This is an optimization exercise on Yosys and OpenROAD, whose aim is small area, a short achievable clock period and few clock cycles per item, not a production implementation.
Function was checked by simulation only, so behaviour that the tests miss may differ from the original.

## yrc_pix2x2
module yrc_pix2x2 (
    input  wire        clk,
    input  wire        rst,         
    input  wire        in_valid,
    output wire        in_ready,
    input  wire [31:0] in_y,        
    input  wire [7:0]  in_v,
    input  wire [7:0]  in_u,
    output reg         out_valid,
    input  wire        out_ready,
    output reg  [95:0] out_rgb,     
    output reg  [31:0] out_gray     
);
Size in the first run: roughly 3600 cells after synthesis, about 180 I/O pins, about 43000 um^2 of cells after synthesis.
==> module yrc_pix2x2, before the edit <==
module yrc_pix2x2 (
    input  wire        clk,
    input  wire        rst,         
    input  wire        in_valid,
    output wire        in_ready,
    input  wire [31:0] in_y,        
    input  wire [7:0]  in_v,
    input  wire [7:0]  in_u,
    output reg         out_valid,
    input  wire        out_ready,
    output reg  [95:0] out_rgb,     
    output reg  [31:0] out_gray     
);
    wire adv = !out_valid || out_ready;
    reg  [1:0]  cnt;                
    reg         full;               
    reg  [47:0] f0, f1;             
    reg         s1_valid, s2_valid;
    reg  [97:0] s1;                 
    reg  [127:0] s2;                
    assign in_ready = !full;
    wire push = in_valid && !full;
    wire pop  = adv && (cnt != 2'd0);
    wire [31:0] yl_in;
    genvar k;
    generate
        for (k = 0; k < 4; k = k + 1) begin : yin
            assign yl_in[8*k +: 8] = (in_y[8*k+4 +: 4] == 4'd0) ? 8'd0
                                   : {in_y[8*k+4 +: 4] - 4'd1, in_y[8*k +: 4]};
        end
    endgenerate
    wire [47:0] blk_in = {in_u, in_v, yl_in};
    always @(posedge clk) begin
        if (rst) begin
            cnt       <= 2'd0;
            full      <= 1'b0;
            s1_valid  <= 1'b0;
            s2_valid  <= 1'b0;
            out_valid <= 1'b0;
        end else begin
            cnt  <= cnt + {1'b0, push} - {1'b0, pop};
            full <= (cnt + {1'b0, push} - {1'b0, pop}) == 2'd2;
            if (adv) begin
                s1_valid  <= cnt != 2'd0;
                s2_valid  <= s1_valid;
                out_valid <= s2_valid;
            end
        end
    end
    always @(posedge clk) begin
        if (cnt == 2'd0 || pop) f0 <= full ? f1 : blk_in;
        if (!full)              f1 <= blk_in;
    end
    wire [7:0]  h_v = f0[39:32];
    wire [7:0]  h_u = f0[47:40];
    wire [17:0] cr;
    wire [28:0] cg;
    wire [18:0] cb;
    yrc_chroma u_chroma (.v(h_v), .u(h_u), .nv(~h_v), .nu(~h_u), .cr(cr), .cg(cg), .cb(cb));
    wire [17:0] s1_cr = s1[49:32];
    wire [28:0] s1_cg = s1[78:50];
    wire [18:0] s1_cb = s1[97:79];
    wire [127:0] sums;
    wire [95:0]  rgb;
    wire [31:0]  gray;
    generate
        for (k = 0; k < 4; k = k + 1) begin : px
            yrc_yuv_px u_yuv (
                .yl(s1[8*k +: 8]), .cr(s1_cr), .cg(s1_cg), .cb(s1_cb),
                .rs(sums[32*k +: 11]), .gs(sums[32*k+11 +: 10]), .bs(sums[32*k+21 +: 11])
            );
            yrc_gray_px u_gray (
                .rs(s2[32*k +: 11]), .gs(s2[32*k+11 +: 10]), .bs(s2[32*k+21 +: 11]),
                .r(rgb[24*k +: 8]), .g(rgb[24*k+8 +: 8]), .b(rgb[24*k+16 +: 8]),
                .gray(gray[8*k +: 8])
            );
        end
    endgenerate
    always @(posedge clk) begin
        if (adv) begin
            s1       <= {cb, cg, cr, f0[31:0]};
            s2       <= sums;
            out_rgb  <= rgb;
            out_gray <= gray;
        end
    end
endmodule
clock: 22.0 ns
lec_check: 0
cap_margin: 20
core_margin: 2
core_utilization: 55
slew_margin: 20
standard.sh (not shown) runs the stock make flow with config.mk's settings and CLKGATE_MAP_FILE= SYNTH_SCRIPT=/design/flow/synth_recipe.tcl, a recipe that flattens the netlist after the stock synthesis.
==> flow/flow/run.sh <==
#!/bin/bash
# Standard layout with three changes:
#  - between synthesis and floorplan, flow/invpush.py removes inverters around
#    full-adder cells in the synthesized netlist (a full adder is self-dual),
#    keeping every register as synthesized;
#  - the port buffers that global placement inserts are buf_2 cells;
#  - timing repair aims at 16 ns of setup slack (the clock stays 22 ns), so
#    that it sizes the critical paths for a shorter achieved period.
set -euo pipefail
R=orfs/results/${FLOW_PLATFORM}/yrc_pix2x2/base
bash standard.sh synth > synth.log 2>&1
cp $R/1_2_yosys.v $R/1_2_yosys_std.v
python3 flow/invpush.py $R/1_2_yosys_std.v $R/1_2_yosys.v > invpush.log 2>&1
# rebuild the synthesis database from the edited netlist, then lay it out
rm -f $R/1_synth.odb $R/1_synth.sdc
bash standard.sh finish "BUFFER_PORTS_ARGS=-buffer_cell sky130_fd_sc_hd__buf_2" SETUP_SLACK_MARGIN=16 > layout.log 2>&1
Other scripts of this flow, unchanged in this note and not shown: flow/flow/invpush.py
The baseline went through all stages and came out clean.
Testbench counts at the start, summed over its fixed seeds: cycles 8,016, items 8,000.
Then changed:
--- a/flow/design.v
+++ b/flow/design.v
@@ -1750,5 +1750,5 @@
     reg         s1_valid, s2_valid;
     reg  [97:0] s1;                 
-    reg  [127:0] s2;                
+    reg  [95:0] s2;                 
     assign in_ready = !full;
     wire push = in_valid && !full;
@@ -1794,4 +1794,5 @@
     wire [18:0] s1_cb = s1[97:79];
     wire [127:0] sums;
+    wire [95:0]  rgb_sat;
     wire [95:0]  rgb;
     wire [31:0]  gray;
@@ -1802,6 +1803,12 @@
                 .rs(sums[32*k +: 11]), .gs(sums[32*k+11 +: 10]), .bs(sums[32*k+21 +: 11])
             );
+            wire [10:0] rs = sums[32*k +: 11];
+            wire [9:0]  gs = sums[32*k+11 +: 10];
+            wire [10:0] bs = sums[32*k+21 +: 11];
+            assign rgb_sat[24*k +: 8]    = rs[10] ? 8'd0 : (rs[9:8] != 2'd0) ? 8'd255 : rs[7:0];
+            assign rgb_sat[24*k+8 +: 8]  = gs[9]  ? 8'd0 : gs[8]             ? 8'd255 : gs[7:0];
+            assign rgb_sat[24*k+16 +: 8] = bs[10] ? 8'd0 : (bs[9:8] != 2'd0) ? 8'd255 : bs[7:0];
             yrc_gray_px u_gray (
-                .rs(s2[32*k +: 11]), .gs(s2[32*k+11 +: 10]), .bs(s2[32*k+21 +: 11]),
+                .rs({3'd0, s2[24*k +: 8]}), .gs({2'd0, s2[24*k+8 +: 8]}), .bs({3'd0, s2[24*k+16 +: 8]}),
                 .r(rgb[24*k +: 8]), .g(rgb[24*k+8 +: 8]), .b(rgb[24*k+16 +: 8]),
                 .gray(gray[8*k +: 8])
@@ -1812,5 +1819,5 @@
         if (adv) begin
             s1       <= {cb, cg, cr, f0[31:0]};
-            s2       <= sums;
+            s2       <= rgb_sat;
             out_rgb  <= rgb;
             out_gray <= gray;
Outcome:
- first-iteration DRC count went up by 6.0%
- worst hold slack stays flat
- setup slack degrades by 0.088 ns
- die area went down by 3.6%
- critical path depth does not change
- final cell count went down by 3.4%
Testbench counts after the change, summed over its fixed seeds: cycles 8,016, items 8,000.

-- port drivers added, routing unchanged --
In the flow no input, the clock included, has a driving cell. The finished layouts below were timed again as built, in two steps. Step 1 sets driving cells, clkbuf_16 on the clock port and buf_2 on the other inputs (assumed; they add their load-dependent delay and slew). Step 2 adds t to the input delays and takes it off the output delays; t is the mean of the earliest and latest rising clock arrival at the registers after step 1. Input paths then give back, and output paths get back, about the clock's delay inside the block. Three values: ideal, step 1, step 2; two values: the first two.
run	t, ns	setup WS [ns]	worst setup path at the end	clock arrival spread, ns	worst register clock-pin slew, ns
the first run	0.688	16.135 / 16.119 / 15.642	input to register	0.029 / 0.029	0.07 / 0.07
the second run	0.679	16.048 / 16.038 / 15.570	input to register	0.033 / 0.033	0.07 / 0.07
After both steps every run listed still meets setup and hold. The setup slack of the first run, which loses most, moves by -0.016 ns with the drivers and by -0.493 ns with both steps.
